Source: an optimization exercise on an open RTL-to-GDS flow (aim: small area, a short achievable clock period and few clock cycles per item). Production flows keep margins and buffers that such runs may drop.
In this exercise RTL edits were held to simulation tests only and were not proved equivalent to the original.
No activity file was given, so power comes from the tool's default toggle rates.

<file path="flow/design.v">
module drum_mixer #(
    parameter N_VOICES       = 8,
    parameter NUM_DRUMS      = 16,
    parameter BUF_SIZE       = 256,
    parameter BASE_THRESHOLD = 100,
    parameter HARDEST_HIT    = 1200
) (
    input  wire        clk,
    input  wire        rst,
    input  wire        cmd_valid,
    output reg         cmd_ready,
    input  wire [47:0] cmd_word,
    input  wire        rf_valid,
    output reg         rf_ready,
    input  wire [15:0] rf_word,
    output reg         rf_done,
    output wire        srom_rd,
    output wire [7:0]  srom_drum,
    output wire [31:0] srom_pos,
    input  wire [15:0] srom_data,
    input  wire [31:0] srom_len,
    output reg         ob_we,
    output reg         ob_buf,
    output reg  [9:0]  ob_idx,
    output reg  [15:0] ob_data,
    output reg         idle,
    output reg         err,
    output wire [7:0]  nactive,
    output wire [31:0] sample_clk
);
    localparam DIV_STEPS = 2;                   
    localparam DIVISOR   = HARDEST_HIT - BASE_THRESHOLD;
    function [31:0] inc32(input [31:0] x);
        reg [31:0] c;
        integer n;
        begin
            c[0]  = 1'b1;
            for (n = 1; n < 16; n = n + 1)
                c[n] = c[n-1] & x[n-1];
            c[16] = &x[15:0];
            for (n = 17; n < 32; n = n + 1)
                c[n] = c[n-1] & x[n-1];
            inc32 = x ^ c;
        end
    endfunction
    reg [7:0]  act;
    reg [3:0]  v_drum [0:7];
    reg [11:0] v_vel  [0:7];
    reg [31:0] v_pos  [0:7];
    reg [7:0]  nz;                   
    reg [7:0]  ge [0:7];             
    reg [3:0]  nact_r;
    reg [31:0] S;                    
    reg        c_go;                 
    reg        c_cap;                
    reg        c_pend;               
    reg        c_trig;               
    reg        c_init;               
    reg [3:0]  c_cnt;                
    reg [3:0]  c_op;
    reg        c_z0, c_b0, c_idlo;   
    reg [3:0]  c_id;
    reg [15:0] c_l;                  
    reg [10:0] c_r;                  
    reg        c_sat0, c_sat1;
    reg        rq_go;                
    reg        rq_cap;               
    reg        rq_ill;               
    reg        mixing;
    reg        open;                 
    reg [8:0]  left;                 
    reg        cur_b;
    reg [7:0]  done;                 
    reg        r_val, r_rd, r_first, r_emit, r_done, r_b;
    reg [7:0]  r_oh;                 
    reg [3:0]  r_drum;
    reg [31:0] r_pos;
    reg        d_val, d_rd, d_first, d_emit, d_done, d_b;
    reg [7:0]  d_oh;
    reg [31:0] d_p1;
    reg        m_val, m_rd, m_first, m_emit, m_done, m_b;
    reg [7:0]  m_oh;                 
    reg [7:0]  m_eq;                 
    reg [15:0] m_data;
    reg [18:0] acc_s, acc_c;
    reg        acc_i;
    reg        w_first;              
    assign sample_clk = S;
    assign nactive    = {4'd0, nact_r};
    reg        srom_rd_q;            
    assign srom_rd    = srom_rd_q;
    assign srom_drum  = {4'd0, r_drum};
    assign srom_pos   = r_pos;
    wire cmd_acc = cmd_valid && cmd_ready;
    wire is_nop   = (c_op == 4'd0) && c_z0 && c_idlo && (c_id == 4'd0) &&
                    (c_l == 16'd0) && c_b0;
    wire is_trig  = c_z0 && (c_op == 4'h1) && c_b0;
    wire is_trign = c_z0 && (c_op == 4'h2) && c_b0 && (c_l[15:12] == 4'd0);
    wire cmd_illegal = !(is_nop || is_trig || is_trign);
    wire cmd_alloc   = (is_trig || is_trign) && c_idlo;
    reg [10:0] dv_r;
    reg [11:0] dv_l;
    reg [11:0] dv_t;
    integer ds;
    always @(*) begin
        dv_r = c_r;
        dv_l = c_l[11:0];
        for (ds = 0; ds < DIV_STEPS; ds = ds + 1) begin
            dv_t = {dv_r, dv_l[11]};
            if (dv_t >= DIVISOR) begin
                dv_r = dv_t - DIVISOR;
                dv_l = {dv_l[10:0], 1'b1};
            end else begin
                dv_r = dv_t[10:0];
                dv_l = {dv_l[10:0], 1'b0};
            end
        end
    end
    wire [10:0] y0 = c_l[10:0] - (BASE_THRESHOLD + 1);
    wire        div_busy = c_init || (c_cnt != 4'd0);
    wire [11:0] new_vel = !c_trig ? c_l[11:0] :
                          c_sat0  ? 12'd0 :
                          c_sat1  ? 12'hFFF : c_l[11:0];
    wire rf_acc = rf_valid && rf_ready;
    wire rw_ill = (rf_word[14:10] != 5'd0) || (rf_word[9:0] > BUF_SIZE);
    wire rw_run = !rw_ill && (rf_word[9:0] != 10'd0);
    wire       kill   = m_rd && (m_eq == 8'hFF);
    wire [7:0] kill_v = kill ? m_oh : 8'd0;
    wire [7:0] act_e  = act & ~kill_v;
    wire [7:0] infl = r_oh | d_oh;
    wire [7:0] rem  = act_e & ~done;
    wire       samp_end = !open || (rem == 8'd0);
    wire [7:0] cand = (samp_end ? act_e : rem) & ~infl;
    wire [7:0] pick_oh = cand & (~cand + 8'd1);
    reg [31:0] pick_pos;
    reg [3:0]  pick_drum;
    integer pi;
    always @(*) begin
        pick_pos  = 32'd0;
        pick_drum = 4'd0;
        for (pi = 0; pi < 8; pi = pi + 1) begin
            pick_pos  = pick_pos  | (v_pos[pi]  & {32{pick_oh[pi]}});
            pick_drum = pick_drum | (v_drum[pi] & {4{pick_oh[pi]}});
        end
    end
    wire f_new   = mixing && samp_end && (left != 9'd0) &&
                   ((cand != 8'd0) || (act_e == 8'd0));
    wire f_rd    = mixing && (cand != 8'd0) && (!samp_end || (left != 9'd0));
    wire f_flush = mixing && samp_end && (left == 9'd0);
    reg [7:0] is_max;
    integer ii, jj;
    always @(*) begin
        for (ii = 0; ii < 8; ii = ii + 1) begin
            is_max[ii] = 1'b1;
            for (jj = 0; jj < 8; jj = jj + 1) begin
                if (jj > ii && !ge[ii][jj]) is_max[ii] = 1'b0;
                if (jj < ii &&  ge[jj][ii]) is_max[ii] = 1'b0;
            end
        end
    end
    wire [7:0] slot_set = (act_e != 8'hFF) ? ~act_e : is_max;
    reg [2:0] slot;
    integer si;
    always @(*) begin
        slot = 3'd0;
        for (si = 7; si >= 0; si = si - 1)
            if (slot_set[si]) slot = si[2:0];
    end
    wire do_exec = c_pend && !div_busy && !mixing && (infl == 8'd0);
    wire c_go_n   = cmd_acc;
    wire c_pend_n = c_go ? cmd_alloc : (c_pend && !do_exec);
    wire rq_go_n  = rf_acc && !rw_run;
    wire mixing_n = (rf_acc && rw_run) || (mixing && !f_flush);
    wire cnt_z_n  = !(c_go && cmd_alloc && is_trig) && !c_init && (c_cnt <= 4'd1);
    wire exec_n   = c_pend_n && cnt_z_n && !mixing && !r_rd;
    wire rdy_n    = !cmd_acc && !rf_acc && (!c_pend_n || exec_n);
    wire mix_stay = mixing && !f_flush;
    reg [11:0] m_vel;
    integer vi;
    always @(*) begin
        m_vel = 12'd0;
        for (vi = 0; vi < 8; vi = vi + 1)
            m_vel = m_vel | (v_vel[vi] & {12{m_oh[vi]}});
    end
    wire [15:0] s  = m_data;
    wire [11:0] v  = m_vel;
    wire [18:0] as = acc_s & {19{!m_first}};
    wire [18:0] ac = acc_c & {19{!m_first}};
    wire        ai = acc_i & !m_first;
    wire [30:0] tx, ty;
    wire t1 = (s[1] & v[11]) ^ (s[2] & v[10]) ^ (s[3] & v[9]);
    wire t2 = ((s[1] & v[11]) & (s[2] & v[10])) | ((s[1] & v[11]) & (s[3] & v[9])) | ((s[2] & v[10]) & (s[3] & v[9]));
    wire t3 = (s[2] & v[11]) ^ (s[3] & v[10]) ^ (s[4] & v[9]);
    wire t4 = ((s[2] & v[11]) & (s[3] & v[10])) | ((s[2] & v[11]) & (s[4] & v[9])) | ((s[3] & v[10]) & (s[4] & v[9]));
    wire t5 = (s[3] & v[11]) ^ (s[4] & v[10]) ^ (s[5] & v[9]);
    wire t6 = ((s[3] & v[11]) & (s[4] & v[10])) | ((s[3] & v[11]) & (s[5] & v[9])) | ((s[4] & v[10]) & (s[5] & v[9]));
    wire t7 = (s[4] & v[11]) ^ (s[5] & v[10]) ^ (s[6] & v[9]);
    wire t8 = ((s[4] & v[11]) & (s[5] & v[10])) | ((s[4] & v[11]) & (s[6] & v[9])) | ((s[5] & v[10]) & (s[6] & v[9]));
    wire t9 = (s[7] & v[8]) ^ (s[8] & v[7]);
    wire t10 = (s[7] & v[8]) & (s[8] & v[7]);
    wire t11 = (s[5] & v[11]) ^ (s[6] & v[10]) ^ (s[7] & v[9]);
    wire t12 = ((s[5] & v[11]) & (s[6] & v[10])) | ((s[5] & v[11]) & (s[7] & v[9])) | ((s[6] & v[10]) & (s[7] & v[9]));
    wire t13 = (s[0] & v[9]) ^ (s[1] & v[8]);
    wire t14 = (s[0] & v[9]) & (s[1] & v[8]);
    wire t15 = (s[0] & v[10]) ^ (s[1] & v[9]) ^ (s[2] & v[8]);
    wire t16 = ((s[0] & v[10]) & (s[1] & v[9])) | ((s[0] & v[10]) & (s[2] & v[8])) | ((s[1] & v[9]) & (s[2] & v[8]));
    wire t17 = (s[3] & v[7]) ^ (s[4] & v[6]);
    wire t18 = (s[3] & v[7]) & (s[4] & v[6]);
    wire t19 = (s[0] & v[11]) ^ (s[1] & v[10]) ^ (s[2] & v[9]);
    wire t20 = ((s[0] & v[11]) & (s[1] & v[10])) | ((s[0] & v[11]) & (s[2] & v[9])) | ((s[1] & v[10]) & (s[2] & v[9]));
    wire t21 = (s[3] & v[8]) ^ (s[4] & v[7]) ^ (s[5] & v[6]);
    wire t22 = ((s[3] & v[8]) & (s[4] & v[7])) | ((s[3] & v[8]) & (s[5] & v[6])) | ((s[4] & v[7]) & (s[5] & v[6]));
    wire t23 = (s[6] & v[5]) ^ (s[7] & v[4]);
    wire t24 = (s[6] & v[5]) & (s[7] & v[4]);
    wire t25 = (s[4] & v[8]) ^ (s[5] & v[7]) ^ (s[6] & v[6]);
    wire t26 = ((s[4] & v[8]) & (s[5] & v[7])) | ((s[4] & v[8]) & (s[6] & v[6])) | ((s[5] & v[7]) & (s[6] & v[6]));
    wire t27 = (s[7] & v[5]) ^ (s[8] & v[4]) ^ (s[9] & v[3]);
    wire t28 = ((s[7] & v[5]) & (s[8] & v[4])) | ((s[7] & v[5]) & (s[9] & v[3])) | ((s[8] & v[4]) & (s[9] & v[3]));
    wire t29 = (s[10] & v[2]) ^ (s[11] & v[1]) ^ (s[12] & v[0]);
    wire t30 = ((s[10] & v[2]) & (s[11] & v[1])) | ((s[10] & v[2]) & (s[12] & v[0])) | ((s[11] & v[1]) & (s[12] & v[0]));
    wire t31 = as[0] ^ ac[0];
    wire t32 = as[0] & ac[0];
    wire t33 = (s[5] & v[8]) ^ (s[6] & v[7]) ^ (s[7] & v[6]);
    wire t34 = ((s[5] & v[8]) & (s[6] & v[7])) | ((s[5] & v[8]) & (s[7] & v[6])) | ((s[6] & v[7]) & (s[7] & v[6]));
    wire t35 = (s[8] & v[5]) ^ (s[9] & v[4]) ^ (s[10] & v[3]);
    wire t36 = ((s[8] & v[5]) & (s[9] & v[4])) | ((s[8] & v[5]) & (s[10] & v[3])) | ((s[9] & v[4]) & (s[10] & v[3]));
    wire t37 = (s[11] & v[2]) ^ (s[12] & v[1]) ^ (s[13] & v[0]);
    wire t38 = ((s[11] & v[2]) & (s[12] & v[1])) | ((s[11] & v[2]) & (s[13] & v[0])) | ((s[12] & v[1]) & (s[13] & v[0]));
    wire t39 = as[1] ^ ac[1] ^ t2;
    wire t40 = (as[1] & ac[1]) | (as[1] & t2) | (ac[1] & t2);
    wire t41 = (s[6] & v[8]) ^ (s[7] & v[7]) ^ (s[8] & v[6]);
    wire t42 = ((s[6] & v[8]) & (s[7] & v[7])) | ((s[6] & v[8]) & (s[8] & v[6])) | ((s[7] & v[7]) & (s[8] & v[6]));
    wire t43 = (s[9] & v[5]) ^ (s[10] & v[4]) ^ (s[11] & v[3]);
    wire t44 = ((s[9] & v[5]) & (s[10] & v[4])) | ((s[9] & v[5]) & (s[11] & v[3])) | ((s[10] & v[4]) & (s[11] & v[3]));
    wire t45 = (s[12] & v[2]) ^ (s[13] & v[1]) ^ (s[14] & v[0]);
    wire t46 = ((s[12] & v[2]) & (s[13] & v[1])) | ((s[12] & v[2]) & (s[14] & v[0])) | ((s[13] & v[1]) & (s[14] & v[0]));
    wire t47 = as[2] ^ ac[2] ^ t4;
    wire t48 = (as[2] & ac[2]) | (as[2] & t4) | (ac[2] & t4);
    wire t49 = (s[9] & v[6]) ^ (s[10] & v[5]) ^ (s[11] & v[4]);
    wire t50 = ((s[9] & v[6]) & (s[10] & v[5])) | ((s[9] & v[6]) & (s[11] & v[4])) | ((s[10] & v[5]) & (s[11] & v[4]));
    wire t51 = (s[12] & v[3]) ^ (s[13] & v[2]) ^ (s[14] & v[1]);
    wire t52 = ((s[12] & v[3]) & (s[13] & v[2])) | ((s[12] & v[3]) & (s[14] & v[1])) | ((s[13] & v[2]) & (s[14] & v[1]));
    wire t53 = ~(s[15] & v[0]) ^ 1'b1 ^ as[3];
    wire t54 = (~(s[15] & v[0]) & 1'b1) | (~(s[15] & v[0]) & as[3]) | (1'b1 & as[3]);
    wire t55 = ac[3] ^ t6 ^ t7;
    wire t56 = (ac[3] & t6) | (ac[3] & t7) | (t6 & t7);
    wire t57 = (s[8] & v[8]) ^ (s[9] & v[7]) ^ (s[10] & v[6]);
    wire t58 = ((s[8] & v[8]) & (s[9] & v[7])) | ((s[8] & v[8]) & (s[10] & v[6])) | ((s[9] & v[7]) & (s[10] & v[6]));
    wire t59 = (s[11] & v[5]) ^ (s[12] & v[4]) ^ (s[13] & v[3]);
    wire t60 = ((s[11] & v[5]) & (s[12] & v[4])) | ((s[11] & v[5]) & (s[13] & v[3])) | ((s[12] & v[4]) & (s[13] & v[3]));
    wire t61 = (s[14] & v[2]) ^ ~(s[15] & v[1]) ^ as[4];
    wire t62 = ((s[14] & v[2]) & ~(s[15] & v[1])) | ((s[14] & v[2]) & as[4]) | (~(s[15] & v[1]) & as[4]);
    wire t63 = ac[4] ^ t8 ^ t10;
    wire t64 = (ac[4] & t8) | (ac[4] & t10) | (t8 & t10);
    wire t65 = (s[6] & v[11]) ^ (s[7] & v[10]) ^ (s[8] & v[9]);
    wire t66 = ((s[6] & v[11]) & (s[7] & v[10])) | ((s[6] & v[11]) & (s[8] & v[9])) | ((s[7] & v[10]) & (s[8] & v[9]));
    wire t67 = (s[9] & v[8]) ^ (s[10] & v[7]) ^ (s[11] & v[6]);
    wire t68 = ((s[9] & v[8]) & (s[10] & v[7])) | ((s[9] & v[8]) & (s[11] & v[6])) | ((s[10] & v[7]) & (s[11] & v[6]));
    wire t69 = (s[12] & v[5]) ^ (s[13] & v[4]) ^ (s[14] & v[3]);
    wire t70 = ((s[12] & v[5]) & (s[13] & v[4])) | ((s[12] & v[5]) & (s[14] & v[3])) | ((s[13] & v[4]) & (s[14] & v[3]));
    wire t71 = ~(s[15] & v[2]) ^ as[5] ^ ac[5];
    wire t72 = (~(s[15] & v[2]) & as[5]) | (~(s[15] & v[2]) & ac[5]) | (as[5] & ac[5]);
    wire t73 = (s[7] & v[11]) ^ (s[8] & v[10]) ^ (s[9] & v[9]);
    wire t74 = ((s[7] & v[11]) & (s[8] & v[10])) | ((s[7] & v[11]) & (s[9] & v[9])) | ((s[8] & v[10]) & (s[9] & v[9]));
    wire t75 = (s[10] & v[8]) ^ (s[11] & v[7]) ^ (s[12] & v[6]);
    wire t76 = ((s[10] & v[8]) & (s[11] & v[7])) | ((s[10] & v[8]) & (s[12] & v[6])) | ((s[11] & v[7]) & (s[12] & v[6]));
    wire t77 = (s[13] & v[5]) ^ (s[14] & v[4]) ^ ~(s[15] & v[3]);
    wire t78 = ((s[13] & v[5]) & (s[14] & v[4])) | ((s[13] & v[5]) & ~(s[15] & v[3])) | ((s[14] & v[4]) & ~(s[15] & v[3]));
    wire t79 = (s[8] & v[11]) ^ (s[9] & v[10]) ^ (s[10] & v[9]);
    wire t80 = ((s[8] & v[11]) & (s[9] & v[10])) | ((s[8] & v[11]) & (s[10] & v[9])) | ((s[9] & v[10]) & (s[10] & v[9]));
    wire t81 = (s[11] & v[8]) ^ (s[12] & v[7]) ^ (s[13] & v[6]);
    wire t82 = ((s[11] & v[8]) & (s[12] & v[7])) | ((s[11] & v[8]) & (s[13] & v[6])) | ((s[12] & v[7]) & (s[13] & v[6]));
    wire t83 = (s[9] & v[11]) ^ (s[10] & v[10]) ^ (s[11] & v[9]);
    wire t84 = ((s[9] & v[11]) & (s[10] & v[10])) | ((s[9] & v[11]) & (s[11] & v[9])) | ((s[10] & v[10]) & (s[11] & v[9]));
    wire t85 = (s[0] & v[6]) ^ (s[1] & v[5]);
    wire t86 = (s[0] & v[6]) & (s[1] & v[5]);
    wire t87 = (s[0] & v[7]) ^ (s[1] & v[6]) ^ (s[2] & v[5]);
    wire t88 = ((s[0] & v[7]) & (s[1] & v[6])) | ((s[0] & v[7]) & (s[2] & v[5])) | ((s[1] & v[6]) & (s[2] & v[5]));
    wire t89 = (s[3] & v[4]) ^ (s[4] & v[3]);
    wire t90 = (s[3] & v[4]) & (s[4] & v[3]);
    wire t91 = (s[0] & v[8]) ^ (s[1] & v[7]) ^ (s[2] & v[6]);
    wire t92 = ((s[0] & v[8]) & (s[1] & v[7])) | ((s[0] & v[8]) & (s[2] & v[6])) | ((s[1] & v[7]) & (s[2] & v[6]));
    wire t93 = (s[3] & v[5]) ^ (s[4] & v[4]) ^ (s[5] & v[3]);
    wire t94 = ((s[3] & v[5]) & (s[4] & v[4])) | ((s[3] & v[5]) & (s[5] & v[3])) | ((s[4] & v[4]) & (s[5] & v[3]));
    wire t95 = (s[6] & v[2]) ^ (s[7] & v[1]);
    wire t96 = (s[6] & v[2]) & (s[7] & v[1]);
    wire t97 = (s[2] & v[7]) ^ (s[3] & v[6]) ^ (s[4] & v[5]);
    wire t98 = ((s[2] & v[7]) & (s[3] & v[6])) | ((s[2] & v[7]) & (s[4] & v[5])) | ((s[3] & v[6]) & (s[4] & v[5]));
    wire t99 = (s[5] & v[4]) ^ (s[6] & v[3]) ^ (s[7] & v[2]);
    wire t100 = ((s[5] & v[4]) & (s[6] & v[3])) | ((s[5] & v[4]) & (s[7] & v[2])) | ((s[6] & v[3]) & (s[7] & v[2]));
    wire t101 = (s[8] & v[1]) ^ (s[9] & v[0]) ^ t13;
    wire t102 = ((s[8] & v[1]) & (s[9] & v[0])) | ((s[8] & v[1]) & t13) | ((s[9] & v[0]) & t13);
    wire t103 = (s[5] & v[5]) ^ (s[6] & v[4]) ^ (s[7] & v[3]);
    wire t104 = ((s[5] & v[5]) & (s[6] & v[4])) | ((s[5] & v[5]) & (s[7] & v[3])) | ((s[6] & v[4]) & (s[7] & v[3]));
    wire t105 = (s[8] & v[2]) ^ (s[9] & v[1]) ^ (s[10] & v[0]);
    wire t106 = ((s[8] & v[2]) & (s[9] & v[1])) | ((s[8] & v[2]) & (s[10] & v[0])) | ((s[9] & v[1]) & (s[10] & v[0]));
    wire t107 = t14 ^ t15 ^ t17;
    wire t108 = (t14 & t15) | (t14 & t17) | (t15 & t17);
    wire t109 = (s[8] & v[3]) ^ (s[9] & v[2]) ^ (s[10] & v[1]);
    wire t110 = ((s[8] & v[3]) & (s[9] & v[2])) | ((s[8] & v[3]) & (s[10] & v[1])) | ((s[9] & v[2]) & (s[10] & v[1]));
    wire t111 = (s[11] & v[0]) ^ t16 ^ t18;
    wire t112 = ((s[11] & v[0]) & t16) | ((s[11] & v[0]) & t18) | (t16 & t18);
    wire t113 = t19 ^ t21 ^ t23;
    wire t114 = (t19 & t21) | (t19 & t23) | (t21 & t23);
    wire t115 = ai ^ t1 ^ t20;
    wire t116 = (ai & t1) | (ai & t20) | (t1 & t20);
    wire t117 = t22 ^ t24 ^ t25;
    wire t118 = (t22 & t24) | (t22 & t25) | (t24 & t25);
    wire t119 = t27 ^ t29 ^ t31;
    wire t120 = (t27 & t29) | (t27 & t31) | (t29 & t31);
    wire t121 = t3 ^ t26 ^ t28;
    wire t122 = (t3 & t26) | (t3 & t28) | (t26 & t28);
    wire t123 = t30 ^ t32 ^ t33;
    wire t124 = (t30 & t32) | (t30 & t33) | (t32 & t33);
    wire t125 = t35 ^ t37 ^ t39;
    wire t126 = (t35 & t37) | (t35 & t39) | (t37 & t39);
    wire t127 = t5 ^ t34 ^ t36;
    wire t128 = (t5 & t34) | (t5 & t36) | (t34 & t36);
    wire t129 = t38 ^ t40 ^ t41;
    wire t130 = (t38 & t40) | (t38 & t41) | (t40 & t41);
    wire t131 = t43 ^ t45 ^ t47;
    wire t132 = (t43 & t45) | (t43 & t47) | (t45 & t47);
    wire t133 = t9 ^ t42 ^ t44;
    wire t134 = (t9 & t42) | (t9 & t44) | (t42 & t44);
    wire t135 = t46 ^ t48 ^ t49;
    wire t136 = (t46 & t48) | (t46 & t49) | (t48 & t49);
    wire t137 = t51 ^ t53 ^ t55;
    wire t138 = (t51 & t53) | (t51 & t55) | (t53 & t55);
    wire t139 = t11 ^ t50 ^ t52;
    wire t140 = (t11 & t50) | (t11 & t52) | (t50 & t52);
    wire t141 = t54 ^ t56 ^ t57;
    wire t142 = (t54 & t56) | (t54 & t57) | (t56 & t57);
    wire t143 = t59 ^ t61 ^ t63;
    wire t144 = (t59 & t61) | (t59 & t63) | (t61 & t63);
    wire t145 = t12 ^ t58 ^ t60;
    wire t146 = (t12 & t58) | (t12 & t60) | (t58 & t60);
    wire t147 = t62 ^ t64 ^ t65;
    wire t148 = (t62 & t64) | (t62 & t65) | (t64 & t65);
    wire t149 = t67 ^ t69 ^ t71;
    wire t150 = (t67 & t69) | (t67 & t71) | (t69 & t71);
    wire t151 = as[6] ^ ac[6] ^ t66;
    wire t152 = (as[6] & ac[6]) | (as[6] & t66) | (ac[6] & t66);
    wire t153 = t68 ^ t70 ^ t72;
    wire t154 = (t68 & t70) | (t68 & t72) | (t70 & t72);
    wire t155 = t73 ^ t75 ^ t77;
    wire t156 = (t73 & t75) | (t73 & t77) | (t75 & t77);
    wire t157 = (s[14] & v[5]) ^ ~(s[15] & v[4]) ^ as[7];
    wire t158 = ((s[14] & v[5]) & ~(s[15] & v[4])) | ((s[14] & v[5]) & as[7]) | (~(s[15] & v[4]) & as[7]);
    wire t159 = ac[7] ^ t74 ^ t76;
    wire t160 = (ac[7] & t74) | (ac[7] & t76) | (t74 & t76);
    wire t161 = t78 ^ t79 ^ t81;
    wire t162 = (t78 & t79) | (t78 & t81) | (t79 & t81);
    wire t163 = (s[12] & v[8]) ^ (s[13] & v[7]) ^ (s[14] & v[6]);
    wire t164 = ((s[12] & v[8]) & (s[13] & v[7])) | ((s[12] & v[8]) & (s[14] & v[6])) | ((s[13] & v[7]) & (s[14] & v[6]));
    wire t165 = ~(s[15] & v[5]) ^ as[8] ^ ac[8];
    wire t166 = (~(s[15] & v[5]) & as[8]) | (~(s[15] & v[5]) & ac[8]) | (as[8] & ac[8]);
    wire t167 = t80 ^ t82 ^ t83;
    wire t168 = (t80 & t82) | (t80 & t83) | (t82 & t83);
    wire t169 = (s[10] & v[11]) ^ (s[11] & v[10]) ^ (s[12] & v[9]);
    wire t170 = ((s[10] & v[11]) & (s[11] & v[10])) | ((s[10] & v[11]) & (s[12] & v[9])) | ((s[11] & v[10]) & (s[12] & v[9]));
    wire t171 = (s[13] & v[8]) ^ (s[14] & v[7]) ^ ~(s[15] & v[6]);
    wire t172 = ((s[13] & v[8]) & (s[14] & v[7])) | ((s[13] & v[8]) & ~(s[15] & v[6])) | ((s[14] & v[7]) & ~(s[15] & v[6]));
    wire t173 = as[9] ^ ac[9] ^ t84;
    wire t174 = (as[9] & ac[9]) | (as[9] & t84) | (ac[9] & t84);
    wire t175 = (s[11] & v[11]) ^ (s[12] & v[10]) ^ (s[13] & v[9]);
    wire t176 = ((s[11] & v[11]) & (s[12] & v[10])) | ((s[11] & v[11]) & (s[13] & v[9])) | ((s[12] & v[10]) & (s[13] & v[9]));
    wire t177 = (s[14] & v[8]) ^ ~(s[15] & v[7]) ^ as[10];
    wire t178 = ((s[14] & v[8]) & ~(s[15] & v[7])) | ((s[14] & v[8]) & as[10]) | (~(s[15] & v[7]) & as[10]);
    wire t179 = (s[12] & v[11]) ^ (s[13] & v[10]) ^ (s[14] & v[9]);
    wire t180 = ((s[12] & v[11]) & (s[13] & v[10])) | ((s[12] & v[11]) & (s[14] & v[9])) | ((s[13] & v[10]) & (s[14] & v[9]));
    wire t181 = (s[0] & v[4]) ^ (s[1] & v[3]);
    wire t182 = (s[0] & v[4]) & (s[1] & v[3]);
    wire t183 = (s[0] & v[5]) ^ (s[1] & v[4]) ^ (s[2] & v[3]);
    wire t184 = ((s[0] & v[5]) & (s[1] & v[4])) | ((s[0] & v[5]) & (s[2] & v[3])) | ((s[1] & v[4]) & (s[2] & v[3]));
    wire t185 = (s[3] & v[2]) ^ (s[4] & v[1]);
    wire t186 = (s[3] & v[2]) & (s[4] & v[1]);
    wire t187 = (s[2] & v[4]) ^ (s[3] & v[3]) ^ (s[4] & v[2]);
    wire t188 = ((s[2] & v[4]) & (s[3] & v[3])) | ((s[2] & v[4]) & (s[4] & v[2])) | ((s[3] & v[3]) & (s[4] & v[2]));
    wire t189 = (s[5] & v[1]) ^ (s[6] & v[0]) ^ t85;
    wire t190 = ((s[5] & v[1]) & (s[6] & v[0])) | ((s[5] & v[1]) & t85) | ((s[6] & v[0]) & t85);
    wire t191 = (s[5] & v[2]) ^ (s[6] & v[1]) ^ (s[7] & v[0]);
    wire t192 = ((s[5] & v[2]) & (s[6] & v[1])) | ((s[5] & v[2]) & (s[7] & v[0])) | ((s[6] & v[1]) & (s[7] & v[0]));
    wire t193 = t86 ^ t87 ^ t89;
    wire t194 = (t86 & t87) | (t86 & t89) | (t87 & t89);
    wire t195 = (s[8] & v[0]) ^ t88 ^ t90;
    wire t196 = ((s[8] & v[0]) & t88) | ((s[8] & v[0]) & t90) | (t88 & t90);
    wire t197 = t91 ^ t93 ^ t95;
    wire t198 = (t91 & t93) | (t91 & t95) | (t93 & t95);
    wire t199 = t92 ^ t94 ^ t96;
    wire t200 = (t92 & t94) | (t92 & t96) | (t94 & t96);
    wire t201 = t97 ^ t99 ^ t101;
    wire t202 = (t97 & t99) | (t97 & t101) | (t99 & t101);
    wire t203 = t98 ^ t100 ^ t102;
    wire t204 = (t98 & t100) | (t98 & t102) | (t100 & t102);
    wire t205 = t103 ^ t105 ^ t107;
    wire t206 = (t103 & t105) | (t103 & t107) | (t105 & t107);
    wire t207 = t104 ^ t106 ^ t108;
    wire t208 = (t104 & t106) | (t104 & t108) | (t106 & t108);
    wire t209 = t109 ^ t111 ^ t113;
    wire t210 = (t109 & t111) | (t109 & t113) | (t111 & t113);
    wire t211 = t110 ^ t112 ^ t114;
    wire t212 = (t110 & t112) | (t110 & t114) | (t112 & t114);
    wire t213 = t115 ^ t117 ^ t119;
    wire t214 = (t115 & t117) | (t115 & t119) | (t117 & t119);
    wire t215 = t116 ^ t118 ^ t120;
    wire t216 = (t116 & t118) | (t116 & t120) | (t118 & t120);
    wire t217 = t121 ^ t123 ^ t125;
    wire t218 = (t121 & t123) | (t121 & t125) | (t123 & t125);
    wire t219 = t122 ^ t124 ^ t126;
    wire t220 = (t122 & t124) | (t122 & t126) | (t124 & t126);
    wire t221 = t127 ^ t129 ^ t131;
    wire t222 = (t127 & t129) | (t127 & t131) | (t129 & t131);
    wire t223 = t128 ^ t130 ^ t132;
    wire t224 = (t128 & t130) | (t128 & t132) | (t130 & t132);
    wire t225 = t133 ^ t135 ^ t137;
    wire t226 = (t133 & t135) | (t133 & t137) | (t135 & t137);
    wire t227 = t134 ^ t136 ^ t138;
    wire t228 = (t134 & t136) | (t134 & t138) | (t136 & t138);
    wire t229 = t139 ^ t141 ^ t143;
    wire t230 = (t139 & t141) | (t139 & t143) | (t141 & t143);
    wire t231 = t140 ^ t142 ^ t144;
    wire t232 = (t140 & t142) | (t140 & t144) | (t142 & t144);
    wire t233 = t145 ^ t147 ^ t149;
    wire t234 = (t145 & t147) | (t145 & t149) | (t147 & t149);
    wire t235 = t146 ^ t148 ^ t150;
    wire t236 = (t146 & t148) | (t146 & t150) | (t148 & t150);
    wire t237 = t151 ^ t153 ^ t155;
    wire t238 = (t151 & t153) | (t151 & t155) | (t153 & t155);
    wire t239 = t152 ^ t154 ^ t156;
    wire t240 = (t152 & t154) | (t152 & t156) | (t154 & t156);
    wire t241 = t157 ^ t159 ^ t161;
    wire t242 = (t157 & t159) | (t157 & t161) | (t159 & t161);
    wire t243 = t158 ^ t160 ^ t162;
    wire t244 = (t158 & t160) | (t158 & t162) | (t160 & t162);
    wire t245 = t163 ^ t165 ^ t167;
    wire t246 = (t163 & t165) | (t163 & t167) | (t165 & t167);
    wire t247 = t164 ^ t166 ^ t168;
    wire t248 = (t164 & t166) | (t164 & t168) | (t166 & t168);
    wire t249 = t169 ^ t171 ^ t173;
    wire t250 = (t169 & t171) | (t169 & t173) | (t171 & t173);
    wire t251 = ac[10] ^ t170 ^ t172;
    wire t252 = (ac[10] & t170) | (ac[10] & t172) | (t170 & t172);
    wire t253 = t174 ^ t175 ^ t177;
    wire t254 = (t174 & t175) | (t174 & t177) | (t175 & t177);
    wire t255 = ~(s[15] & v[8]) ^ as[11] ^ ac[11];
    wire t256 = (~(s[15] & v[8]) & as[11]) | (~(s[15] & v[8]) & ac[11]) | (as[11] & ac[11]);
    wire t257 = t176 ^ t178 ^ t179;
    wire t258 = (t176 & t178) | (t176 & t179) | (t178 & t179);
    wire t259 = (s[13] & v[11]) ^ (s[14] & v[10]) ^ ~(s[15] & v[9]);
    wire t260 = ((s[13] & v[11]) & (s[14] & v[10])) | ((s[13] & v[11]) & ~(s[15] & v[9])) | ((s[14] & v[10]) & ~(s[15] & v[9]));
    wire t261 = as[12] ^ ac[12] ^ t180;
    wire t262 = (as[12] & ac[12]) | (as[12] & t180) | (ac[12] & t180);
    wire t263 = (s[14] & v[11]) ^ ~(s[15] & v[10]) ^ as[13];
    wire t264 = ((s[14] & v[11]) & ~(s[15] & v[10])) | ((s[14] & v[11]) & as[13]) | (~(s[15] & v[10]) & as[13]);
    wire t265 = (s[0] & v[3]) ^ (s[1] & v[2]);
    wire t266 = (s[0] & v[3]) & (s[1] & v[2]);
    wire t267 = (s[2] & v[2]) ^ (s[3] & v[1]) ^ (s[4] & v[0]);
    wire t268 = ((s[2] & v[2]) & (s[3] & v[1])) | ((s[2] & v[2]) & (s[4] & v[0])) | ((s[3] & v[1]) & (s[4] & v[0]));
    wire t269 = (s[5] & v[0]) ^ t182 ^ t183;
    wire t270 = ((s[5] & v[0]) & t182) | ((s[5] & v[0]) & t183) | (t182 & t183);
    wire t271 = t184 ^ t186 ^ t187;
    wire t272 = (t184 & t186) | (t184 & t187) | (t186 & t187);
    wire t273 = t188 ^ t190 ^ t191;
    wire t274 = (t188 & t190) | (t188 & t191) | (t190 & t191);
    wire t275 = t192 ^ t194 ^ t195;
    wire t276 = (t192 & t194) | (t192 & t195) | (t194 & t195);
    wire t277 = t196 ^ t198 ^ t199;
    wire t278 = (t196 & t198) | (t196 & t199) | (t198 & t199);
    wire t279 = t200 ^ t202 ^ t203;
    wire t280 = (t200 & t202) | (t200 & t203) | (t202 & t203);
    wire t281 = t204 ^ t206 ^ t207;
    wire t282 = (t204 & t206) | (t204 & t207) | (t206 & t207);
    wire t283 = t208 ^ t210 ^ t211;
    wire t284 = (t208 & t210) | (t208 & t211) | (t210 & t211);
    wire t285 = t212 ^ t214 ^ t215;
    wire t286 = (t212 & t214) | (t212 & t215) | (t214 & t215);
    wire t287 = t216 ^ t218 ^ t219;
    wire t288 = (t216 & t218) | (t216 & t219) | (t218 & t219);
    wire t289 = t220 ^ t222 ^ t223;
    wire t290 = (t220 & t222) | (t220 & t223) | (t222 & t223);
    wire t291 = t224 ^ t226 ^ t227;
    wire t292 = (t224 & t226) | (t224 & t227) | (t226 & t227);
    wire t293 = t228 ^ t230 ^ t231;
    wire t294 = (t228 & t230) | (t228 & t231) | (t230 & t231);
    wire t295 = t232 ^ t234 ^ t235;
    wire t296 = (t232 & t234) | (t232 & t235) | (t234 & t235);
    wire t297 = t236 ^ t238 ^ t239;
    wire t298 = (t236 & t238) | (t236 & t239) | (t238 & t239);
    wire t299 = t240 ^ t242 ^ t243;
    wire t300 = (t240 & t242) | (t240 & t243) | (t242 & t243);
    wire t301 = t244 ^ t246 ^ t247;
    wire t302 = (t244 & t246) | (t244 & t247) | (t246 & t247);
    wire t303 = t248 ^ t250 ^ t251;
    wire t304 = (t248 & t250) | (t248 & t251) | (t250 & t251);
    wire t305 = t252 ^ t254 ^ t255;
    wire t306 = (t252 & t254) | (t252 & t255) | (t254 & t255);
    wire t307 = t256 ^ t258 ^ t259;
    wire t308 = (t256 & t258) | (t256 & t259) | (t258 & t259);
    wire t309 = ac[13] ^ t260 ^ t262;
    wire t310 = (ac[13] & t260) | (ac[13] & t262) | (t260 & t262);
    wire t311 = ~(s[15] & v[11]) ^ as[14] ^ ac[14];
    wire t312 = (~(s[15] & v[11]) & as[14]) | (~(s[15] & v[11]) & ac[14]) | (as[14] & ac[14]);
    wire t313 = 1'b1 ^ as[15];
    wire t314 = 1'b1 & as[15];
    wire t315 = 1'b1 ^ as[16];
    wire t316 = 1'b1 & as[16];
    wire t317 = 1'b1 ^ as[17];
    wire t318 = 1'b1 & as[17];
    wire t319 = 1'b1 ^ as[18];
    wire t320 = 1'b1 & as[18];
    wire t321 = (s[0] & v[2]) ^ (s[1] & v[1]);
    wire t322 = (s[0] & v[2]) & (s[1] & v[1]);
    wire t323 = (s[2] & v[1]) ^ (s[3] & v[0]) ^ t265;
    wire t324 = ((s[2] & v[1]) & (s[3] & v[0])) | ((s[2] & v[1]) & t265) | ((s[3] & v[0]) & t265);
    wire t325 = t181 ^ t266 ^ t267;
    wire t326 = (t181 & t266) | (t181 & t267) | (t266 & t267);
    wire t327 = t185 ^ t268 ^ t269;
    wire t328 = (t185 & t268) | (t185 & t269) | (t268 & t269);
    wire t329 = t189 ^ t270 ^ t271;
    wire t330 = (t189 & t270) | (t189 & t271) | (t270 & t271);
    wire t331 = t193 ^ t272 ^ t273;
    wire t332 = (t193 & t272) | (t193 & t273) | (t272 & t273);
    wire t333 = t197 ^ t274 ^ t275;
    wire t334 = (t197 & t274) | (t197 & t275) | (t274 & t275);
    wire t335 = t201 ^ t276 ^ t277;
    wire t336 = (t201 & t276) | (t201 & t277) | (t276 & t277);
    wire t337 = t205 ^ t278 ^ t279;
    wire t338 = (t205 & t278) | (t205 & t279) | (t278 & t279);
    wire t339 = t209 ^ t280 ^ t281;
    wire t340 = (t209 & t280) | (t209 & t281) | (t280 & t281);
    wire t341 = t213 ^ t282 ^ t283;
    wire t342 = (t213 & t282) | (t213 & t283) | (t282 & t283);
    wire t343 = t217 ^ t284 ^ t285;
    wire t344 = (t217 & t284) | (t217 & t285) | (t284 & t285);
    wire t345 = t221 ^ t286 ^ t287;
    wire t346 = (t221 & t286) | (t221 & t287) | (t286 & t287);
    wire t347 = t225 ^ t288 ^ t289;
    wire t348 = (t225 & t288) | (t225 & t289) | (t288 & t289);
    wire t349 = t229 ^ t290 ^ t291;
    wire t350 = (t229 & t290) | (t229 & t291) | (t290 & t291);
    wire t351 = t233 ^ t292 ^ t293;
    wire t352 = (t233 & t292) | (t233 & t293) | (t292 & t293);
    wire t353 = t237 ^ t294 ^ t295;
    wire t354 = (t237 & t294) | (t237 & t295) | (t294 & t295);
    wire t355 = t241 ^ t296 ^ t297;
    wire t356 = (t241 & t296) | (t241 & t297) | (t296 & t297);
    wire t357 = t245 ^ t298 ^ t299;
    wire t358 = (t245 & t298) | (t245 & t299) | (t298 & t299);
    wire t359 = t249 ^ t300 ^ t301;
    wire t360 = (t249 & t300) | (t249 & t301) | (t300 & t301);
    wire t361 = t253 ^ t302 ^ t303;
    wire t362 = (t253 & t302) | (t253 & t303) | (t302 & t303);
    wire t363 = t257 ^ t304 ^ t305;
    wire t364 = (t257 & t304) | (t257 & t305) | (t304 & t305);
    wire t365 = t261 ^ t306 ^ t307;
    wire t366 = (t261 & t306) | (t261 & t307) | (t306 & t307);
    wire t367 = t263 ^ t308 ^ t309;
    wire t368 = (t263 & t308) | (t263 & t309) | (t308 & t309);
    wire t369 = t264 ^ t310 ^ t311;
    wire t370 = (t264 & t310) | (t264 & t311) | (t310 & t311);
    wire t371 = ac[15] ^ t312 ^ t313;
    wire t372 = (ac[15] & t312) | (ac[15] & t313) | (t312 & t313);
    wire t373 = ac[16] ^ t314 ^ t315;
    wire t374 = (ac[16] & t314) | (ac[16] & t315) | (t314 & t315);
    wire t375 = ac[17] ^ t316 ^ t317;
    wire t376 = (ac[17] & t316) | (ac[17] & t317) | (t316 & t317);
    wire t377 = ac[18] ^ t318 ^ t319;
    wire t378 = (ac[18] & t318) | (ac[18] & t319) | (t318 & t319);
    assign tx[0] = (s[0] & v[0]);
    assign ty[0] = 1'b0;
    assign tx[1] = (s[0] & v[1]);
    assign ty[1] = (s[1] & v[0]);
    assign tx[2] = (s[2] & v[0]);
    assign ty[2] = t321;
    assign tx[3] = t322;
    assign ty[3] = t323;
    assign tx[4] = t324;
    assign ty[4] = t325;
    assign tx[5] = t326;
    assign ty[5] = t327;
    assign tx[6] = t328;
    assign ty[6] = t329;
    assign tx[7] = t330;
    assign ty[7] = t331;
    assign tx[8] = t332;
    assign ty[8] = t333;
    assign tx[9] = t334;
    assign ty[9] = t335;
    assign tx[10] = t336;
    assign ty[10] = t337;
    assign tx[11] = t338;
    assign ty[11] = t339;
    assign tx[12] = t340;
    assign ty[12] = t341;
    assign tx[13] = t342;
    assign ty[13] = t343;
    assign tx[14] = t344;
    assign ty[14] = t345;
    assign tx[15] = t346;
    assign ty[15] = t347;
    assign tx[16] = t348;
    assign ty[16] = t349;
    assign tx[17] = t350;
    assign ty[17] = t351;
    assign tx[18] = t352;
    assign ty[18] = t353;
    assign tx[19] = t354;
    assign ty[19] = t355;
    assign tx[20] = t356;
    assign ty[20] = t357;
    assign tx[21] = t358;
    assign ty[21] = t359;
    assign tx[22] = t360;
    assign ty[22] = t361;
    assign tx[23] = t362;
    assign ty[23] = t363;
    assign tx[24] = t364;
    assign ty[24] = t365;
    assign tx[25] = t366;
    assign ty[25] = t367;
    assign tx[26] = t368;
    assign ty[26] = t369;
    assign tx[27] = t370;
    assign ty[27] = t371;
    assign tx[28] = t372;
    assign ty[28] = t373;
    assign tx[29] = t374;
    assign ty[29] = t375;
    assign tx[30] = t376;
    assign ty[30] = t377;
    wire        lo_c = ({1'b0, tx[11:0]} + {1'b0, ty[11:0]}) >> 12;
    wire [19:0] acc_w = {acc_s, 1'b1} + {acc_c, acc_i};
    wire [18:0] acc   = acc_w[19:1];
    wire        sat_hi  = !acc[18] && (acc[17:11] != 7'h00);
    wire        sat_lo  =  acc[18] && (acc[17:11] != 7'h7F);
    wire [11:0] mix     = sat_hi ? 12'h7FF : sat_lo ? 12'h800 : acc[11:0];
    always @(posedge clk) begin
        if (rst) begin
            cmd_ready <= 1'b0;
            rf_ready  <= 1'b0;
            c_cap     <= 1'b1;
            rq_cap    <= 1'b1;
            c_go      <= 1'b0;
            c_pend    <= 1'b0;
            c_init    <= 1'b0;
            c_cnt     <= 4'd0;
            rq_go     <= 1'b0;
            mixing    <= 1'b0;
            err       <= 1'b0;
            S         <= 32'd0;
            act       <= 8'd0;
            r_val     <= 1'b0;
            r_rd      <= 1'b0;
            srom_rd_q <= 1'b0;
            r_oh      <= 8'd0;
            d_val     <= 1'b0;
            d_rd      <= 1'b0;
            d_oh      <= 8'd0;
            m_val     <= 1'b0;
            ob_we     <= 1'b0;
            rf_done   <= 1'b0;
            w_first   <= 1'b1;
            idle      <= 1'b0;
        end else begin
            cmd_ready <= rdy_n;
            rf_ready  <= rdy_n && !mix_stay;
            c_cap     <= rdy_n;
            rq_cap    <= rdy_n && !mix_stay;
            c_go      <= c_go_n;
            c_pend    <= c_pend_n;
            rq_go     <= rq_go_n;
            mixing    <= mixing_n;
            if ((c_go && cmd_illegal) || (rq_go && rq_ill))
                err <= 1'b1;
            if (c_go) begin
                c_init <= cmd_alloc && is_trig;
            end else if (c_init) begin
                c_init <= 1'b0;
                c_cnt  <= 4'd12 / DIV_STEPS;
            end else if (c_cnt != 4'd0) begin
                c_cnt  <= c_cnt - 4'd1;
            end
            if (f_new)
                S <= inc32(S);
            act <= act_e;
            if (do_exec)
                act[slot] <= 1'b1;
            r_val   <= f_new || f_rd || f_flush || rq_go;
            r_rd    <= f_rd;
            srom_rd_q <= f_rd;
            r_oh    <= f_rd ? pick_oh : 8'd0;
            d_val   <= r_val;
            d_rd    <= r_rd;
            d_oh    <= r_oh;
            m_val   <= d_val;
            ob_we   <= m_val && m_emit;
            rf_done <= m_val && m_done;
            if (m_val && m_emit)
                w_first <= 1'b0;
            if (m_val && m_done)
                w_first <= 1'b1;
            idle <= !mixing && !c_pend && !c_go && !rq_go && !r_val && !d_val &&
                    !m_val && !cmd_acc && !rf_acc;
        end
    end
    integer q;
    always @(posedge clk) begin
        if (c_cap) begin
            c_op   <= cmd_word[47:44];
            c_z0   <= (cmd_word[43:40] == 4'd0);
            c_idlo <= (cmd_word[39:36] == 4'd0);
            c_id   <= cmd_word[35:32];
            c_b0   <= (cmd_word[15:0] == 16'd0);
        end
        if (c_init) begin
            c_sat0 <= (c_l <= BASE_THRESHOLD);
            c_sat1 <= (c_l >= HARDEST_HIT);
            c_r    <= y0;
        end else if (c_cnt != 4'd0) begin
            c_r    <= dv_r;
        end
        if (c_init)
            c_l    <= {4'd0, 1'b1, ~y0};
        else if (c_cnt != 4'd0)
            c_l    <= {4'd0, dv_l};
        else if (c_cap)
            c_l    <= cmd_word[31:16];
        if (c_go)
            c_trig <= is_trig;
        if (rq_cap) begin
            left   <= rf_word[8:0];
            rq_ill <= rw_ill;
            cur_b <= rf_word[15];
        end
        if (rq_cap)
            open <= 1'b0;
        if (f_new) begin
            open <= 1'b1;
            left <= left - 9'd1;
            done <= 8'd0;
        end
        if (f_rd) begin
            if (!samp_end) done <= done | pick_oh;
            else           done <= pick_oh;
        end
        nz <= nz | d_oh;
        for (q = 0; q < 8; q = q + 1)
            if ((do_exec && slot == q) || d_oh[q])
                v_pos[q] <= d_rd ? d_p1 : 32'd0;
        if (do_exec) begin
            nz[slot]     <= 1'b0;
            v_drum[slot] <= c_id;
            v_vel[slot]  <= new_vel;
            for (q = 0; q < 8; q = q + 1) begin
                if (q < slot) ge[q][slot] <= 1'b1;
                if (q > slot) ge[slot][q] <= !nz[q];
            end
        end
        nact_r <= act[0] + act[1] + act[2] + act[3] + act[4] + act[5] + act[6] + act[7];
        r_first <= f_new;
        r_emit  <= (f_new && open) || f_flush;
        r_done  <= f_flush || rq_go;
        r_b     <= cur_b;
        r_drum  <= pick_drum;
        r_pos   <= pick_pos;
        d_first <= r_first;
        d_emit  <= r_emit;
        d_done  <= r_done;
        d_b     <= r_b;
        d_p1    <= inc32(r_pos);
        m_rd    <= d_rd;
        m_first <= d_val && d_first;
        m_emit  <= d_emit;
        m_done  <= d_done;
        m_b     <= d_b;
        m_oh    <= d_oh;
        m_data  <= srom_data;
        for (q = 0; q < 8; q = q + 1)
            m_eq[q] <= (srom_len[4*q +: 4] == d_p1[4*q +: 4]);
        acc_s   <= tx[30:12];
        acc_c   <= ty[30:12];
        acc_i   <= lo_c;
        ob_buf  <= m_b;
        ob_data <= {4'b0011, ~mix[11], mix[10:0]};
        if (m_val && m_emit)
            ob_idx <= w_first ? 10'd0 : inc32({22'd0, ob_idx});
    end
endmodule
</file>
<file path="flow/flow/run.sh">
#!/bin/bash
# The standard layout, with two changes: the port buffers are buf_2 cells
# instead of the flow's default (a slow delay buffer), and clock tree
# synthesis inserts no dummy loads.  Everything else is standard.sh.
set -euo pipefail
bash standard.sh \
  "BUFFER_PORTS_ARGS=-buffer_cell sky130_fd_sc_hd__buf_2" \
  "CTS_ARGS=-sink_clustering_enable -repair_clock_nets -buf_list sky130_fd_sc_hd__clkbuf_16 -dont_use_dummy_load" \
  finish > make_finish.log 2>&1
</file>
<file path="flow/standard.sh">
#!/bin/bash
# synth_recipe.tcl (not shown) runs the flow's synth.tcl, then flattens the netlist and writes it again
# the make line also repeats each setting of config.mk as NAME=value (left out here)
make -C /OpenROAD-flow-scripts/flow DESIGN_CONFIG=/design/flow/config.mk WORK_HOME=/design/flow/orfs CLKGATE_MAP_FILE= SYNTH_SCRIPT=/design/flow/synth_recipe.tcl "${@:-finish}"
</file>
<file path="flow/config.mk">
export PLATFORM = sky130hd
export DESIGN_NAME = drum_mixer
export DESIGN_NICKNAME = drum_mixer
export VERILOG_FILES = /design/flow/design.v
export SDC_FILE = /design/flow/constraint.sdc
export NUM_CORES = 4
export LEC_CHECK = 0
export CAP_MARGIN = 20
export CORE_MARGIN = 2
export CORE_UTILIZATION = 60
export SLEW_MARGIN = 20
</file>
<file path="flow/constraint.sdc">
create_clock -name core_clock -period 26.0 [get_ports {clk}]
set_input_delay 5.2000 -clock core_clock [delete_from_list [all_inputs] [get_ports {clk}]]
set_output_delay 5.2000 -clock core_clock [all_outputs]
set_load 0.01 [all_outputs]
</file>
==> results.cfg, run 1 <==
[status]
status = no timing/DRC/antenna violations

[sta]
finalHoldViolations = 0
worstMarginPinSlew_ns = 1.10
setup_viol = 0
post-route-period-util_pct = 25.1
drv_slew = 0
period_minus_slack_ns = 6.52
clock_skew_ns = 0.0817
finalSetupTns_ns = 0
clock.fmax_mhz = 153
setup_ws_ns = 19.48
rsz0062_at_grt = false
maxSlewHeadroom_pct = 26.8

[floorplan]
initial_core_util_pct = 60.7
fp.dieH_um = 246
fp.dieW_um = 246
rows = 88
io_pins = 230
die_area_um2 = 60400
coreArea_um2 = 57800

[cells_and_area]
nFillCells = 4349
layout-drive-gt1-share_pct = 12.2
area_growth_pct = 10.7
multi_input_area_um2 = 14300
final_cell_mix = edfxtp_1 (477), dfxtp_1 (260), buf_2 (217)
utilization_pct = 67.2
fin_area_um2 = 38800
nNetsFinal = 3476
mostFrequentLayoutCell = edfxtp_1
n_antenna_cell = 0
regArea_um2 = 19600

[worst_setup_path]
rr_endpoint = done[0]
path_class = reg -> out
path_buf_inv = 1
critPathLaunchType = flop
crit_required_ns = 20.80
cp_cell_sequence = buf_2
cp_max_fo = 3
rr_worst_depth = 10
worstPathArrival_ns = 1.32
endpoint_kind = output pin
max_stage_delay_ns = 0.50
timing.rr.start = m_oh[1]
path_delay_family = flip-flops
rrSetupSlack_ns = 20.22
slowest_stage = dfxtp_1

[clock_network]
cts.sinks = 738
clock_path_buffers = 3
clockRootBuffer = clkbuf_16
post_cts_buffers = 0
cts.clk_slew.worst_paths_ns = 0.06
cts_tree = built
worstSkewPairLatency_ns = 0.64
htreeDepth = 3
cts-buffers-inserted = 77
cts.hold.buffers_added = 0
cts_resized = 0

[synth]
ys_top_cells_by_area = edfxtp_1 (41%), dfxtp_1 (15%), fa_1 (10%), ha_1 (4.4%), a22oi_1 (2.7%)
ys_ff_latch = 738
postSynthCellCount = 2867
synth_ff_type = edfxtp_1
synth_area_um2 = 35100
yosysWarnings = 2
yosys.area.top_type_share_pct = 40.8
ys_seq_area_share_pct = 55.7
synth.distinct_cells = 86
synth.largest_area_cell = edfxtp_1
synth_area_per_cell_um2 = 12.2
synth_edf_count = 477
async_flop_share_pct = 0

[global_route]
grt_pass1_wl_um = 133000
antenna_found_initial = 1
grt_usage_pct = 28.6
grt-ovfl-total = 0
grt_max_degree = 77
grt_pass1_vias = 23600

[placement]
hpwl_um = 54300
port_buffers = 217
place_congestion = 0.882
pre_cts_ws_ns = 18.99
post_dp_cell_area_um2 = 36900

[pwr]
power_leakage_nw = 15.0
power_density_nw_per_um2 = 75.2
peakVddDrop_v = 0.0000722
power.total_mw = 2.92

[worst_hold_path]
whs_path_depth = 0
min-delay-start = r_first
min_path_type = reg -> reg
whs_endpoint = d_first

[drt]
wl_per_cell_um = 22.3
vias = 23000
dr.pass1.iters = 5
drt-total-wl_um = 85100
drtAntennaViolNets = 0
drc = 0
routed_via_density = 6.03
initialDrtViolationCount = 1669

[flow_run]
cap_violations = 0
registers in the layout (all words and copies together), names as in the netlist, 8 cells and up:
name and cells:
v_vel 96, S 32, c_l 16, acc_s 19, done 8, ob_idx 10
v_drum 32, left 9, c_r 11, ob_data 12, r_pos 32, acc_c 19
m_oh 8, d_oh 8, r_oh 8, m_data 16, m_eq 8, v_pos 256
ge 28, act 8, d_p1 32
per-layer routing:
| layer | GRT usage (%) | vias up | share of wire, % | wire length (um) |
|---|---|---|---|---|
| li1 | - | 10500 | - | - |
| met2 | 48.9 | 768 | 50 | 42500 |
| met3 | 4.26 | 177 | 5.8 | 4920 |
| met4 | 8.91 | 0 | 2.9 | 2460 |
| met5 | 0 | - | 0 | 0 |
| met1 | 37.8 | 11700 | 41 | 35200 |
worst max path at each step:
| stage | cells past startpoint | from | slack (ns) | end |
|---|---|---|---|---|
| floorplan | 5 | rf_word[11] | 19.43 | mixing |
| finish | 1 | r_rd | 19.48 | srom_rd |
| global route | 7 | rf_word[0] | 19.45 | mixing |
| global placement | 7 | rf_word[0] | 19.08 | mixing |
| CTS | 1 | r_rd | 19.47 | srom_rd |
| detailed placement | 7 | rf_word[0] | 18.99 | mixing |
cells by family after synthesis:
| family | Yosys count | synth area share, % |
|---|---|---|
| multiplexers | 44 | 1.27 |
| adder cells (fa/ha/maj) | 300 | 14.5 |
| XOR/XNOR | 84 | 2.10 |
| AND/OR/NAND/NOR | 893 | 13.4 |
| AO/OA/AOI/OAI | 446 | 8.93 |
| buffers and inverters | 360 | 4.11 |
| flip-flops | 738 | 55.7 |
| other | 2 | 0.0214 |
area by class of cell:
type	count	area share [%]
multi-input cells	1779	36.7
flip-flops and latches	738	50.3
inverters	214	2.07
clock buffers	77	4.96
well taps	765	2.46
repair buffers	250	3.45
synth_stat cells, types with 15 or more instances:
master	instances
nor4_1	33
and2_1	129
fa_1	176
dfxtp_1	261
nand4_1	33
nand3b_1	72
ha_1	124
xor2_1	57
nor2_1	136
a21o_1	20
o21ai_0	47
mux2i_1	41
inv_1	209
nor2b_1	42
nand2_1	208
o21a_1	26
nor3_1	18
a22oi_1	124
xnor2_1	27
nand2b_1	34
edfxtp_1	477
clkbuf_1	109
buf_2	15
a21oi_1	125
o21bai_1	15
nand3_1	134
per-stage QoR:
stage / instances / hold slack (ns)
final: 3823 / 0.307
after global routing: 3823 / 0.321
after CTS: 3822 / 0.303
after detailed placement: 3745 / 0.312
after global placement: 3745 / 0.310
after floorplan: 2877 / 0.310
power by group:
group	leakage [nW]	switching [mW]	total (mW)	internal (mW)
Sequential	6.44	0.0673	1.41	1.34
Clock	0.949	0.406	0.923	0.518
Combinational	7.63	0.342	0.588	0.246
Total	15.0	0.815	2.92	2.10
Testbench counts, summed over its fixed seeds: cycles 128,467, items 24,576.
==> run 2: changes to the inputs <==
--- a/flow/design.v
+++ b/flow/design.v
@@ -71,7 +71,7 @@
     reg [8:0]  left;                 
     reg        cur_b;
     reg [7:0]  done;                 
-    reg        r_val, r_rd, r_first, r_emit, r_done, r_b;
+    reg        r_val, r_first, r_emit, r_done, r_b;
     reg [7:0]  r_oh;                 
     reg [3:0]  r_drum;
     reg [31:0] r_pos;
@@ -172,7 +172,7 @@
     wire rq_go_n  = rf_acc && !rw_run;
     wire mixing_n = (rf_acc && rw_run) || (mixing && !f_flush);
     wire cnt_z_n  = !(c_go && cmd_alloc && is_trig) && !c_init && (c_cnt <= 4'd1);
-    wire exec_n   = c_pend_n && cnt_z_n && !mixing && !r_rd;
+    wire exec_n   = c_pend_n && cnt_z_n && !mixing && (r_oh == 8'd0);
     wire rdy_n    = !cmd_acc && !rf_acc && (!c_pend_n || exec_n);
     wire mix_stay = mixing && !f_flush;
     reg [11:0] m_vel;
@@ -650,7 +650,6 @@
             S         <= 32'd0;
             act       <= 8'd0;
             r_val     <= 1'b0;
-            r_rd      <= 1'b0;
             srom_rd_q <= 1'b0;
             r_oh      <= 8'd0;
             d_val     <= 1'b0;
@@ -686,11 +685,10 @@
             if (do_exec)
                 act[slot] <= 1'b1;
             r_val   <= f_new || f_rd || f_flush || rq_go;
-            r_rd    <= f_rd;
             srom_rd_q <= f_rd;
             r_oh    <= f_rd ? pick_oh : 8'd0;
             d_val   <= r_val;
-            d_rd    <= r_rd;
+            d_rd    <= |r_oh;
             d_oh    <= r_oh;
             m_val   <= d_val;
             ob_we   <= m_val && m_emit;
==> run 2 against run 1 <==
Effect of this change:
- flip-flop and latch count stayed put
- highest routed layer is now met5
- clock power about the same
- combinational power grew 2%
- still clean
- critical path depth is 7 higher
- worst hold slack improved by 0.016 ns
==> results.cfg, run 2 <==
[floorplan]
fp.dieH_um = 249
coreArea_um2 = 59000
io_pins = 230
initial_core_util_pct = 60.8
fp.dieW_um = 249
rows = 89
die_area_um2 = 61800

[cells_and_area]
area_growth_pct = 10.2
largest_register = v_pos
largest_register_ffs = 256
nNetsFinal = 3560
top_regs = v_pos (256), v_vel (96)
layout-drive-gt1-share_pct = 12.0
fin_area_um2 = 39500
mostFrequentLayoutCell = edfxtp_1
final_cell_mix = edfxtp_1 (477), dfxtp_1 (261), nand2_1 (230)

[synth]
synth.most_common_cell = edfxtp_1
synth_ff_type = edfxtp_1
synth_area_per_cell_um2 = 12.1
synthTopCellsByCount = edfxtp_1 (477), dfxtp_1 (261), nand2_1 (231), inv_1 (210), fa_1 (176)
synth.largest_area_cell = edfxtp_1
synth_edf_count = 477
async_flop_share_pct = 0
synth_area_um2 = 35900
ys_ff_latch = 738
yosysWarnings = 2
postSynthCellCount = 2963
yosys.area.top_type_share_pct = 39.9
ys_top_cells_by_area = edfxtp_1 (40%), dfxtp_1 (15%), fa_1 (9.8%), ha_1 (4.3%), nand2_1 (2.4%)
ys_seq_area_share_pct = 54.5
synth.distinct_cells = 82

[sta]
setup_viol = 0
post-route-period-util_pct = 25.8
worstMarginPinSlew_ns = 1.08
hold_slack_ns = 0.323
maxSlewHeadroom_pct = 27.8
rsz0062_at_grt = false
clock_skew_ns = 0.0829
drv_slew = 0
finalHoldViolations = 0
finalSetupTns_ns = 0
clock.fmax_mhz = 149
period_minus_slack_ns = 6.70

[pwr]
p_sw_share_pct = 28.1
power_density_nw_per_um2 = 74.4
seq_power_share_pct = 48.1
p_switching_mw = 0.825
combPwrFrac_pct = 20.5
power_leakage_nw = 15.1
peakVddDrop_v = 0.0000902
p_clk_share_pct = 31.4
power.internal_mw = 2.12

[drt]
vias = 24200
drt-total-wl_um = 89700
drc = 0
dr.pass1.iters = 5
wl_per_cell_um = 22.9
drtAntennaViolNets = 0
initialDrtViolationCount = 2114
routed_via_density = 6.17

[status]
status = no timing/DRC/antenna violations

[placement]
port_buffers = 217
post_dp_cell_area_um2 = 37600
place_congestion = 0.886
hpwl_um = 58400

[worst_setup_path]
path_class = in -> reg
path_buf_inv = 5
path_delay_family = buffers and inverters
cp_max_fo = 69
crit_required_ns = 26.52
endpoint_kind = flop
critPathLaunchType = primary input
cp_cell_sequence = buf_2 > buf_4 > inv_2 > buf_4 > nand2b_1 > or2_1 > inv_2 > and2_1
slowest_stage = buf_4
worstPathArrival_ns = 7.22
max_stage_delay_ns = 0.58

[clock_network]
post_cts_buffers = 0
cts-buffers-inserted = 77
clock_path_buffers = 3
cts.hold.buffers_added = 0
htreeDepth = 3
cts_tree = built
cts.sinks = 738
worstSkewPairLatency_ns = 0.65
clockRootBuffer = clkbuf_16
cts.clk_slew.worst_paths_ns = 0.06
cts_resized = 0

[global_route]
grt_pass1_vias = 24600
met2_usage_pct = 49.9
grt_usage_pct = 28.9
antenna_found_initial = 3
grt_use_met1_pct = 38.4
grt-ovfl-total = 0
grt_use_met3_pct = 4.13
grt_pass1_wl_um = 140000
grt_max_degree = 70
busiest_layer = met2

[flow_run]
cap_violations = 0

[worst_hold_path]
min_path_type = reg -> reg
## run 2: cell types whose count changed after synthesis, sizes merged, moves of 39 or more
cell and delta:
nand3 -77, o211ai +39, nor2 -46, a21oi -43, nand3b -68, a22oi -40
nand4 +63
## run 2: metal layers
metal	wire (um)	up-vias	part of all wire [%]
met5	11	-	0.012
met4	2320	2	2.6
met3	5500	170	6.1
met2	44700	861	50
met1	37100	12100	41
li1	-	11000	-
## run 2: cells by family after synthesis
logic type / count (synthesis) / share of synthesized area, %
fa+ha+maj: 300 / 14.1
mux: 56 / 1.59
buf+inv: 384 / 4.31
flops: 738 / 54.5
other cells: 2 / 0.0209
compound gates: 527 / 10.4
simple gates: 874 / 13.0
xor+xnor: 82 / 2.00
## run 2: final cells by class
type                       instances  area [um2]
antenna                            2        5.00
clock buffer                      77        1930
fill                            4374       19500
inverter                         217         815
multi-input combinational       1851       14900
sequential                       738       19500
tap                              773         967
timing repair buffer             259        1400
## run 2: path summary, 6_finish.rpt
check	startpoint	end	slack (ns)	cells after the start
worst max-delay path	rst	r_oh[3]	19.30	8
worst min register to register	m_b	ob_buf	0.32	0
worst min-delay path	m_b	ob_buf	0.32	0
worst max register to register	m_oh[3]	acc_i	20.33	17
## run 2: per-stage QoR
| stage | std cells | utilization [%] | total power [mW] | setup slack [ns] |
|---|---|---|---|---|
| 2_1_floorplan | 2973 | - | 1.87 | 19.39 |
| 3_3_place_gp | 3836 | 63.7 | 2.01 | 18.82 |
| 3_5_place_dp | 3836 | 63.7 | 2.04 | 18.76 |
| 4_1_cts | 3913 | 67.0 | 2.95 | 19.36 |
| 5_1_grt | 3917 | 67.0 | 3.09 | 19.14 |
| 6_report | 3917 | 67.0 | 2.94 | 19.30 |
## run 2: power by group through the flow
stage | Combinational (mW) | Clock, mW | Sequential (mW)
floorplan | 0.456 | 0 | 1.41
global placement | 0.579 | 0 | 1.43
detailed placement | 0.601 | 0 | 1.44
CTS | 0.605 | 0.935 | 1.41
global route | 0.684 | 0.979 | 1.42
finish | 0.602 | 0.925 | 1.41
Testbench counts of run 2, summed over its fixed seeds: cycles 128,467, items 24,576.
==> run 3: changes to the inputs <==
--- a/flow/config.mk
+++ b/flow/config.mk
@@ -7,5 +7,5 @@
 export LEC_CHECK = 0
 export CAP_MARGIN = 20
 export CORE_MARGIN = 2
-export CORE_UTILIZATION = 60
+export CORE_UTILIZATION = 70
 export SLEW_MARGIN = 20
==> run 3 against run 2 <==
Effect of this change:
- still clean
- die area down 14%
- worst setup slack improved by 0.0091 ns
- register-to-register slack barely moved
- area after synthesis unchanged
- clock skew shrank 0.0070 ns
- final cell count down 2.8%
==> results.cfg, run 3 <==
[status]
status = no timing/DRC/antenna violations

[pwr]
power_leakage_nw = 15.0
power.total_mw = 2.94
power_density_nw_per_um2 = 74.6
peakVddDrop_v = 0.0000925

[floorplan]
die_area_um2 = 53100
rows = 82
initial_core_util_pct = 71.2
fp.dieH_um = 230
coreArea_um2 = 50400

[worst_setup_path]
cp_cell_sequence = buf_2 > buf_4 > inv_2 > buf_4 > nand2b_1 > or2_1 > inv_2 > and2_1
worstPathArrival_ns = 7.23
critPathLaunchType = primary input
path_delay_family = buffers and inverters
slowest_stage = buf_4
max_stage_delay_ns = 0.58
path_buf_inv = 5
cp_max_fo = 69
crit_required_ns = 26.54

[synth]
synth_area_per_cell_um2 = 12.1
yosysWarnings = 2
synth.largest_area_cell = edfxtp_1
async_flop_share_pct = 0
synth.distinct_cells = 82
synth_edf_count = 477
postSynthCellCount = 2963
synthTopCellsByCount = edfxtp_1 (477), dfxtp_1 (261), nand2_1 (231), inv_1 (210), fa_1 (176)
synth_area_um2 = 35900
synth_ff_type = edfxtp_1
synth.most_common_cell = edfxtp_1
ys_top_cells_by_area = edfxtp_1 (40%), dfxtp_1 (15%), fa_1 (9.8%), ha_1 (4.3%), nand2_1 (2.4%)

[cells_and_area]
utilization_pct = 78.1
area_growth_pct = 9.67
largest_register_ffs = 256
final_cell_mix = edfxtp_1 (477), dfxtp_1 (261), nand2_1 (230)
layout-drive-gt1-share_pct = 11.8
nNetsFinal = 3553
nFillCells = 3150
largest_register = v_pos
top_regs = v_pos (256), v_vel (96)

[drt]
drtAntennaViolNets = 0
dr.pass1.iters = 5
initialDrtViolationCount = 2591
vias = 24700

[global_route]
grt-ovfl-total = 0
grt_pass1_vias = 25500
antenna_found_initial = 1
grt_pass1_wl_um = 141000
grt_max_degree = 73

[clock_network]
clock_path_buffers = 3
cts.clk_slew.worst_paths_ns = 0.06
cts.hold.buffers_added = 0
clockRootBuffer = clkbuf_16
htreeDepth = 3
cts-buffers-inserted = 75
cts.sinks = 738
cts_resized = 0
cts_tree = built

[sta]
post-route-period-util_pct = 25.7
clock_skew_ns = 0.0759
clock.fmax_mhz = 150
finalHoldViolations = 0
finalSetupTns_ns = 0
maxSlewHeadroom_pct = 21.7
period_minus_slack_ns = 6.69
rsz0062_at_grt = false

[flow_run]
cap_violations = 0

[placement]
port_buffers = 217
hpwl_um = 58500
place_congestion = 0.896

[worst_hold_path]
min_path_type = reg -> reg
[run 3: cell counts after synthesis]
Identical to the previous run, type by type.
[run 3: metal layers]
| layer | global-route usage (%) | wire (um) |
|---|---|---|
| met1 | 45.2 | 35100 |
| met2 | 57.4 | 44500 |
| met3 | 5.62 | 7020 |
| met4 | 14.0 | 3440 |
| met5 | 0 | 13 |
[run 3: cell families (layout without fill, tap and decap cells)]
family	count (synthesis)	in the layout	share of synthesized area (%)
xor+xnor	82	82	2.00
buf+inv	384	546	4.31
flops	738	738	54.5
simple gates	874	874	13.0
mux	56	56	1.59
fa+ha+maj	300	300	14.1
compound gates	527	527	10.4
other cells	2	12	0.0209
[run 3: report_power, final]
| part | internal, mW | leakage [nW] | switching (mW) |
|---|---|---|---|
| clock network | 0.505 | 0.924 | 0.405 |
| logic | 0.251 | 8.13 | 0.358 |
| registers | 1.35 | 6.00 | 0.0671 |
| total | 2.10 | 15.0 | 0.830 |
[run 3: cell type report]
class                      count  area (um2)  area share [%]
tap                          672         841            2.14
clock buffer                  75        1880            4.77
inverter                     217         815            2.07
sequential                   738       19500            49.7
multi-input combinational   1851       14900            37.8
timing repair buffer         254        1370            3.49
[run 3: path summary, 6_finish.rpt]
check,cells past startpoint,slack (ns),from,to
worst max-delay path,8,19.31,rst,r_oh[3]
worst min-delay path,0,0.32,d_emit,m_emit
worst max register to register,17,20.33,m_oh[2],acc_i
worst min register to register,0,0.32,d_emit,m_emit
[run 3: metrics by stage]
| stage | std cells | setup WS [ns] | hold slack, ns | area (um2) |
|---|---|---|---|---|
| 2_1_floorplan | 2973 | 19.39 | 0.310 | 35900 |
| 4_1_cts | 3805 | 19.42 | 0.325 | 39300 |
| 5_1_grt | 3807 | 19.21 | 0.332 | 39300 |
| 3_5_place_dp | 3730 | 18.79 | 0.312 | 37400 |
| 6_report | 3807 | 19.31 | 0.325 | 39300 |
| 3_3_place_gp | 3730 | 18.86 | 0.311 | 37400 |
[run 3: worst register-to-register path, cell delays in order (launching register included)]
cell and delay (ns):
dfxtp_1 0.90, a22oi_1 0.27, nand4_1 0.74, nand2_1 0.19, fa_1 0.57, inv_1 0.05
fa_1 0.48, inv_1 0.06, fa_1 0.49, inv_1 0.04, ha_1 0.30, a21o_1 0.18
a21o_1 0.17, a21oi_1 0.14, o21ai_0 0.17, a21o_1 0.21, a2111oi_0 0.41, nor3_1 0.11

Check on run 3: ideal ports give 19.311 ns setup slack; a clkbuf_16 on the clock port and buf_2 on the inputs give 19.356 ns; moving port delays by the midpoint clock arrival (0.668 ns) as well gives 18.687 ns.
